What follows belongs to an exercise in optimizing a design on an open flow for small area, a short achievable clock period and few clock cycles; a production flow would make more cautious choices. The RTL was checked by simulation tests, not by an equivalence proof against the original design.

**config.mk**
```make
export PLATFORM = sky130hd
export DESIGN_NAME = mexp_core
export DESIGN_NICKNAME = mexp_core
export VERILOG_FILES = /design/flow/design.v
export SDC_FILE = /design/flow/constraint.sdc
export NUM_CORES = 4
export LEC_CHECK = 0
export CAP_MARGIN = 20
export CORE_MARGIN = 2
export CORE_UTILIZATION = 40
export PLACE_DENSITY = 0.6
export SLEW_MARGIN = 20
```
**constraint.sdc**
```tcl
create_clock -name core_clock -period 12.0 [get_ports {clk}]
set_input_delay 2.4000 -clock core_clock [delete_from_list [all_inputs] [get_ports {clk}]]
set_output_delay 2.4000 -clock core_clock [all_outputs]
set_load 0.01 [all_outputs]
```
**design.v**
```verilog
module mexp_core #(
    parameter W = 128
) (
    input  wire         clk,
    input  wire         rst,
    input  wire         start,
    input  wire [3:0]   cmd,
    input  wire [W-1:0] a,
    input  wire [W-1:0] b,
    input  wire [W-1:0] e,
    input  wire [W-1:0] n,
    output wire         busy,
    output reg          done,
    output reg  [W-1:0] res,
    output reg  [2:0]   errcode
);
    localparam CMD_NOP      = 4'd0;
    localparam CMD_MODEXP   = 4'd1;
    localparam CMD_MODMUL   = 4'd2;
    localparam CMD_MONTMUL  = 4'd3;
    localparam CMD_TOMONT   = 4'd4;
    localparam CMD_FROMMONT = 4'd5;
    localparam ERR_NONE          = 3'd0;
    localparam ERR_BAD_CMD       = 3'd1;
    localparam ERR_MOD_ZERO      = 3'd2;
    localparam ERR_EVEN_MOD      = 3'd3;
    localparam ERR_OPERAND_RANGE = 3'd4;
    localparam S_IDLE     = 4'd0;
    localparam S_MM_RED   = 4'd1;    
    localparam S_MM_MUL   = 4'd2;    
    localparam S_MT_MUL   = 4'd3;    
    localparam S_HALVE    = 4'd4;    
    localparam S_TM_RED   = 4'd5;    
    localparam S_FM_RED   = 4'd6;    
    localparam S_ME_RED   = 4'd7;    
    localparam S_ME_BIT   = 4'd8;    
    localparam S_ME_MUL   = 4'd9;    
    localparam S_ME_SQ    = 4'd10;   
    localparam CW = $clog2(2*W);
    reg [3:0]    state;
    reg [CW-1:0] cnt;       
    reg [W-1:0]  r;         
    reg [W-1:0]  x;         
    reg [W-1:0]  p;         
    reg [W-1:0]  v;         
    reg [W-1:0]  ex;        
    assign busy = (state != S_IDLE);
    wire is_mul = (state == S_MM_MUL) || (state == S_MT_MUL) ||
                  (state == S_ME_MUL) || (state == S_ME_SQ);
    wire [W+1:0] addend = is_mul ? (x[W-1] ? {2'b00, p} : {(W+2){1'b0}})
                                 : {{(W+1){1'b0}}, x[W-1]};
    wire [W+1:0] dbl    = {1'b0, r, 1'b0} + addend;        
    wire [W+2:0] sub1   = {1'b0, dbl} - {3'b000, n};
    wire [W+2:0] sub2   = {1'b0, dbl} - {2'b00, n, 1'b0};
    wire [W-1:0] step_r = !sub2[W+2] ? sub2[W-1:0] :
                          !sub1[W+2] ? sub1[W-1:0] : dbl[W-1:0];
    wire [W:0]   hsum    = {1'b0, r} + (r[0] ? {1'b0, n} : {(W+1){1'b0}});
    wire [W-1:0] halve_r = hsum[W:1];
    wire n_zero = (n == {W{1'b0}});
    wire n_one  = (n == {{(W-1){1'b0}}, 1'b1});
    wire n_even = !n[0];
    wire a_ge_n = (a >= n);
    wire b_ge_n = (b >= n);
    wire last = (cnt == {CW{1'b0}});
    always @(posedge clk) begin
        if (rst) begin
            state   <= S_IDLE;
            done    <= 1'b0;
            res     <= {W{1'b0}};
            errcode <= ERR_NONE;
        end else begin
            done <= 1'b0;
            case (state)
            S_IDLE: begin
                if (start) begin
                    cnt <= W - 1;
                    r   <= {W{1'b0}};
                    case (cmd)
                    CMD_NOP: begin
                        errcode <= ERR_NONE;
                        done    <= 1'b1;
                    end
                    CMD_MODEXP: begin
                        if (n_zero) begin
                            errcode <= ERR_MOD_ZERO;
                            done    <= 1'b1;
                        end else if (n_one) begin
                            errcode <= ERR_NONE;
                            res     <= {W{1'b0}};
                            done    <= 1'b1;
                        end else begin
                            x     <= a;
                            state <= S_ME_RED;
                        end
                    end
                    CMD_MODMUL: begin
                        if (n_zero) begin
                            errcode <= ERR_MOD_ZERO;
                            done    <= 1'b1;
                        end else begin
                            x     <= b;
                            state <= S_MM_RED;
                        end
                    end
                    CMD_MONTMUL: begin
                        if (n_zero) begin
                            errcode <= ERR_MOD_ZERO;
                            done    <= 1'b1;
                        end else if (n_even) begin
                            errcode <= ERR_EVEN_MOD;
                            done    <= 1'b1;
                        end else if (a_ge_n || b_ge_n) begin
                            errcode <= ERR_OPERAND_RANGE;
                            done    <= 1'b1;
                        end else begin
                            x     <= a;
                            p     <= b;
                            state <= S_MT_MUL;
                        end
                    end
                    CMD_TOMONT, CMD_FROMMONT: begin
                        if (n_zero) begin
                            errcode <= ERR_MOD_ZERO;
                            done    <= 1'b1;
                        end else if (n_even) begin
                            errcode <= ERR_EVEN_MOD;
                            done    <= 1'b1;
                        end else begin
                            x <= a;
                            if (cmd == CMD_TOMONT) begin
                                cnt   <= 2*W - 1;
                                state <= S_TM_RED;
                            end else begin
                                state <= S_FM_RED;
                            end
                        end
                    end
                    default: begin
                        errcode <= ERR_BAD_CMD;
                        done    <= 1'b1;
                    end
                    endcase
                end
            end
            S_MM_RED, S_TM_RED, S_FM_RED, S_ME_RED: begin
                r   <= step_r;
                x   <= {x[W-2:0], 1'b0};
                cnt <= cnt - 1'b1;
                if (last) begin
                    cnt <= W - 1;
                    case (state)
                    S_MM_RED: begin
                        p     <= step_r;
                        x     <= a;
                        r     <= {W{1'b0}};
                        state <= S_MM_MUL;
                    end
                    S_TM_RED: begin
                        res     <= step_r;
                        errcode <= ERR_NONE;
                        done    <= 1'b1;
                        state   <= S_IDLE;
                    end
                    S_FM_RED: begin
                        state <= S_HALVE;
                    end
                    default: begin   
                        p     <= step_r;
                        v     <= {{(W-1){1'b0}}, 1'b1};
                        ex    <= e;
                        state <= S_ME_BIT;
                    end
                    endcase
                end
            end
            S_MM_MUL, S_MT_MUL: begin
                r   <= step_r;
                x   <= {x[W-2:0], 1'b0};
                cnt <= cnt - 1'b1;
                if (last) begin
                    if (state == S_MM_MUL) begin
                        res     <= step_r;
                        errcode <= ERR_NONE;
                        done    <= 1'b1;
                        state   <= S_IDLE;
                    end else begin
                        cnt   <= W - 1;
                        state <= S_HALVE;
                    end
                end
            end
            S_HALVE: begin
                r   <= halve_r;
                cnt <= cnt - 1'b1;
                if (last) begin
                    res     <= halve_r;
                    errcode <= ERR_NONE;
                    done    <= 1'b1;
                    state   <= S_IDLE;
                end
            end
            S_ME_BIT: begin
                cnt <= W - 1;
                r   <= {W{1'b0}};
                if (ex == {W{1'b0}}) begin
                    res     <= v;
                    errcode <= ERR_NONE;
                    done    <= 1'b1;
                    state   <= S_IDLE;
                end else if (ex[0]) begin
                    x     <= v;
                    state <= S_ME_MUL;
                end else begin
                    x     <= p;
                    state <= S_ME_SQ;
                end
            end
            S_ME_MUL: begin
                r   <= step_r;
                x   <= {x[W-2:0], 1'b0};
                cnt <= cnt - 1'b1;
                if (last) begin
                    v     <= step_r;
                    x     <= p;
                    r     <= {W{1'b0}};
                    cnt   <= W - 1;
                    state <= S_ME_SQ;
                end
            end
            S_ME_SQ: begin
                r   <= step_r;
                x   <= {x[W-2:0], 1'b0};
                cnt <= cnt - 1'b1;
                if (last) begin
                    p     <= step_r;
                    ex    <= {1'b0, ex[W-1:1]};
                    state <= S_ME_BIT;
                end
            end
            default: state <= S_IDLE;
            endcase
        end
    end
endmodule
```
**run.sh**
```bash
#!/bin/bash
# synth_recipe.tcl (not shown) runs the flow's synth.tcl, then flattens the netlist and writes it again
# the make line also repeats each setting of config.mk as NAME=value (left out here)
make -C /OpenROAD-flow-scripts/flow DESIGN_CONFIG=/design/flow/config.mk WORK_HOME=/design/flow/orfs CLKGATE_MAP_FILE= SYNTH_SCRIPT=/design/flow/synth_recipe.tcl finish
```
==> results.toml <==
[placed_design]
dp_hpwl_um = 346000
portBuffers = 651
place_congestion = 1.07

[route]
avgRoutedWirePerCell_um = 33.3
drt_drc_violations_left = 0
drt-total-wl_um = 430000
drt_iter0_drc = 11500
dr.pass1.iters = 9
viasPerCell = 6.65
antenna_left = 0
num_vias = 86000

[grt]
grt_max_degree = 106
grt_busiest_layer = "met2"
grt_pass1_wl_um = 603000
first_global_vias = 81500
antenna_found_initial = 47
track_usage_pct = 40.4
gr-usage-met3_pct = 9.78
met2_usage_pct = 59.9
grt_util_met1_pct = 54.8
overflow = 0

[min_path]
worstHoldEndpoint = "res[102]"
hold_depth = 2
min-delay-start = "res[102]"
hold_class = "reg -> reg"

[logic_synthesis]
syn_inst = 9851
async_flop_share_pct = 0
synth.net_count = 11100
synthFlopType = "edfxtp_1"
synth_top_cell_by_area = "edfxtp_1"
yosys_warnings = 1
synth.most_common_cell = "nand2_1"
ys_top_cells_by_count = "1238 x nand2_1, 1052 x a21oi_1, 767 x ha_1, 697 x nor2_1, 648 x edfxtp_1"
synth_edf_count = 648
yosysUniqueCellTypes = 121
avgSynthCellArea_um2 = 8.13
syn_area_um2 = 80100
yosysTopAreaCellShare_pct = 24.3
ys_seq_elements = 784
ys_seq_area_share_pct = 27.7
yosys-top-cells-area = "edfxtp_1 24%, ha_1 12%, a21oi_1 6.6%"

[power]
p_leak_nw = 36.4
clock_power_share_pct = 15.1
switching_power_mw = 11.2
combPwrFrac_pct = 67.1
seqPwrFrac_pct = 17.8
totalPowerFinal_mw = 20.8
peakVddDrop_v = 0.000177
power.density_nw_per_um2 = 225
p_sw_share_pct = 53.9
intPower_mw = 9.59

[sta]
fin_crit_sh_pct = 97.5
fin_crit_ns = 11.70
setup_viol = 0
rsz0062_at_grt = "false"
slew_headroom_pct = 17.6
fmax_mhz = 85.5
skew_ns = 0.0747
hold_viol_final = 0
maxSlewViolCount = 0
setup-tns-final_ns = 0
worst_pin_slew_ns = 1.24

[setup_path]
cp_max_fo = 67
rrSetupSlack_ns = 0.30
cp_num_buf_inv = 4
cp.arrival_ns = 12.41
cp-start-kind = "register"
reg2reg_depth = 33
rr_startpoint = "state[1]"
max_stage_delay_ns = 0.97
crit_required_ns = 12.72
worstSetupPathType = "reg -> reg"
cp_top_family = "compound AO/OA/AOI/OAI gates"
cp-end-kind = "register"
r2r-end = "res[75]"
slowest_stage = "a21oi_1"

[clock_network]
ctsHoldBuffers = 0
clockRootBuffer = "clkbuf_16"
cts_tree = "built"
htreeDepth = 3
cts-buffers-inserted = 97
cts.sinks = 784
post_cts.repair.setup_buffers = 0
postCtsResizedCells = 0
clk_pin_slew_worst_paths_ns = 0.07
clk_latency_ns = 0.84
cts_buffer_depth = 3

[floorplan]
start_util_pct = 40.2
die_x_um = 452
die_h_um = 452
core_area_um2 = 199000
floorplan.die_area_um2 = 204000
io_pins = 652
rows = 164

[layout]
drive_gt1_share_pct = 6.75
area_delta_synth_final_pct = 15.7
regArea_um2 = 22200
fill_cells = 20000
multiInputGateArea_um2 = 54600
nets = 11500
fin_util_pct = 46.5

[status]
status = "complete, no violations"

[run]
drv_cap = 0
[layout make-up]
| cell class | instances | share of cell area (%) |
|---|---|---|
| multi-input combinational | 8151 | 58.9 |
| clock buffer | 138 | 2.87 |
| tap | 2656 | 3.59 |
| inverter | 320 | 1.30 |
| sequential | 784 | 23.9 |
| timing repair buffer | 825 | 8.65 |
| clock inverter | 43 | 0.672 |
| antenna | 20 | 0.0540 |
[routing by layer]
| metal | wire length (µm) | vias to the layer above |
|---|---|---|
| met5 | 324 | - |
| met4 | 25000 | 50 |
| met3 | 45100 | 856 |
| met2 | 180000 | 5106 |
| met1 | 180000 | 42200 |
| li1 | - | 37700 |
[flip-flops by register name (all words and copies together) (netlist names)]
register and count:
ex 128, p 128, r 128, res 128, v 128, x 128, cnt 8, state 4
errcode 3, done 1
[how the worst max path moves through the flow]
stage                   from  slack, ns  cells past startpoint       to
detailed placement  state[1]       0.99                     32    r[41]
global placement    state[1]       0.61                     31  res[75]
global route        state[1]       0.11                     32    r[41]
finish              state[1]       0.30                     33  res[75]
CTS                 state[1]       0.88                     32    r[41]
floorplan              n[25]       1.35                     15     p[0]
[through the flow]
stage | setup WS [ns] | area, µm² | std cells | hold WS (ns)
6_report | 0.304 | 92700 | 12900 | 0.474
5_1_grt | 0.105 | 92600 | 12900 | 0.495
4_1_cts | 0.885 | 92600 | 12900 | 0.476
3_5_place_dp | 0.986 | 89300 | 12700 | 0.463
3_3_place_gp | 0.606 | 89300 | 12700 | 0.457
2_1_floorplan | 1.35 | 80100 | 9851 | 0.470
[power by group through the flow]
stage / Clock, mW / Combinational [mW] / Sequential (mW)
floorplan: 0 / 8.56 / 3.66
global placement: 0 / 13.4 / 3.75
detailed placement: 0 / 13.4 / 3.74
CTS: 3.15 / 13.5 / 3.69
global route: 3.24 / 14.7 / 3.72
finish: 3.14 / 14.0 / 3.71
[tightest hold or removal path, stage by stage, from the launching register on]
cell     delay [ns]
dfxtp_1        0.32
nand2_1        0.05
o21ai_1        0.05
[cells in the final DEF (no fill, tap or decap), types with 27 or more instances in the layout]
master           count
and2_1             311
a221o_1            161
a21boi_0            29
o21bai_1           154
nand3_1            117
a211oi_1            63
edfxtp_1           648
clkbuf_16           97
inv_1              320
o21ai_0            554
o21a_1              81
nor2_1             687
a22oi_1             37
nor2b_1             51
dfxtp_1            136
mux2_2             167
nor4_1             102
nand2_1           1238
o31ai_1             54
clkbuf_1            33
a221oi_1           154
o211ai_1            81
a21oi_1           1050
nor3_1             121
nand4_1            283
a21o_1             334
xor2_1             186
or3_1               36
a31oi_1            190
buf_4              158
ha_1               767
o211ai_2            29
o21ai_1            179
a22o_1              27
mux2i_1             47
and3_1              48
o221ai_1            28
clkdlybuf4s50_1    650
xnor2_1            288
nand2b_1            46
[cell families (layout without fill, tap and decap cells)]
| kind of cell | Yosys count | in the layout | share of synthesized area, % |
|---|---|---|---|
| AOI/OAI and AO/OA | 3509 | 3509 | 28.8 |
| xor gates and xnor gates | 476 | 476 | 5.22 |
| adders and majority gates | 771 | 771 | 12.1 |
| buffers and inverters | 916 | 1326 | 4.57 |
| DFF | 784 | 784 | 27.7 |
| muxes | 217 | 217 | 2.99 |
| other | 0 | 20 | 0 |
| and+or+nand+nor | 3178 | 3178 | 18.7 |
Testbench counts, summed over its fixed seeds: cycles 1,192,260.

[re-timing with driven ports]
Ports are ideal in the flow. The routed layout listed here was re-timed in OpenROAD. Step 1 (the two cells are an assumption about what drives the block):
set clk [get_ports {clk}]
set_driving_cell -lib_cell sky130_fd_sc_hd__clkbuf_16 $clk
set_driving_cell -lib_cell sky130_fd_sc_hd__buf_2 [delete_from_list [all_inputs] $clk]
Step 2 times the ports against the registers' clock, not the clock port: input delays grow and output delays shrink by t, the midpoint of the rising clock arrivals with the driver on. Three values: ideal ports, drivers, drivers and shift; two values: the first two.
t, ns: 0.895
slack for setup (ns): 0.304 / 0.304 / 0.304
clock arrival spread, ns: 0.075 / 0.075
After both steps this run still meets setup and hold. The setup slack of this run moves by 0.000 ns with the drivers and by 0.000 ns with both steps.
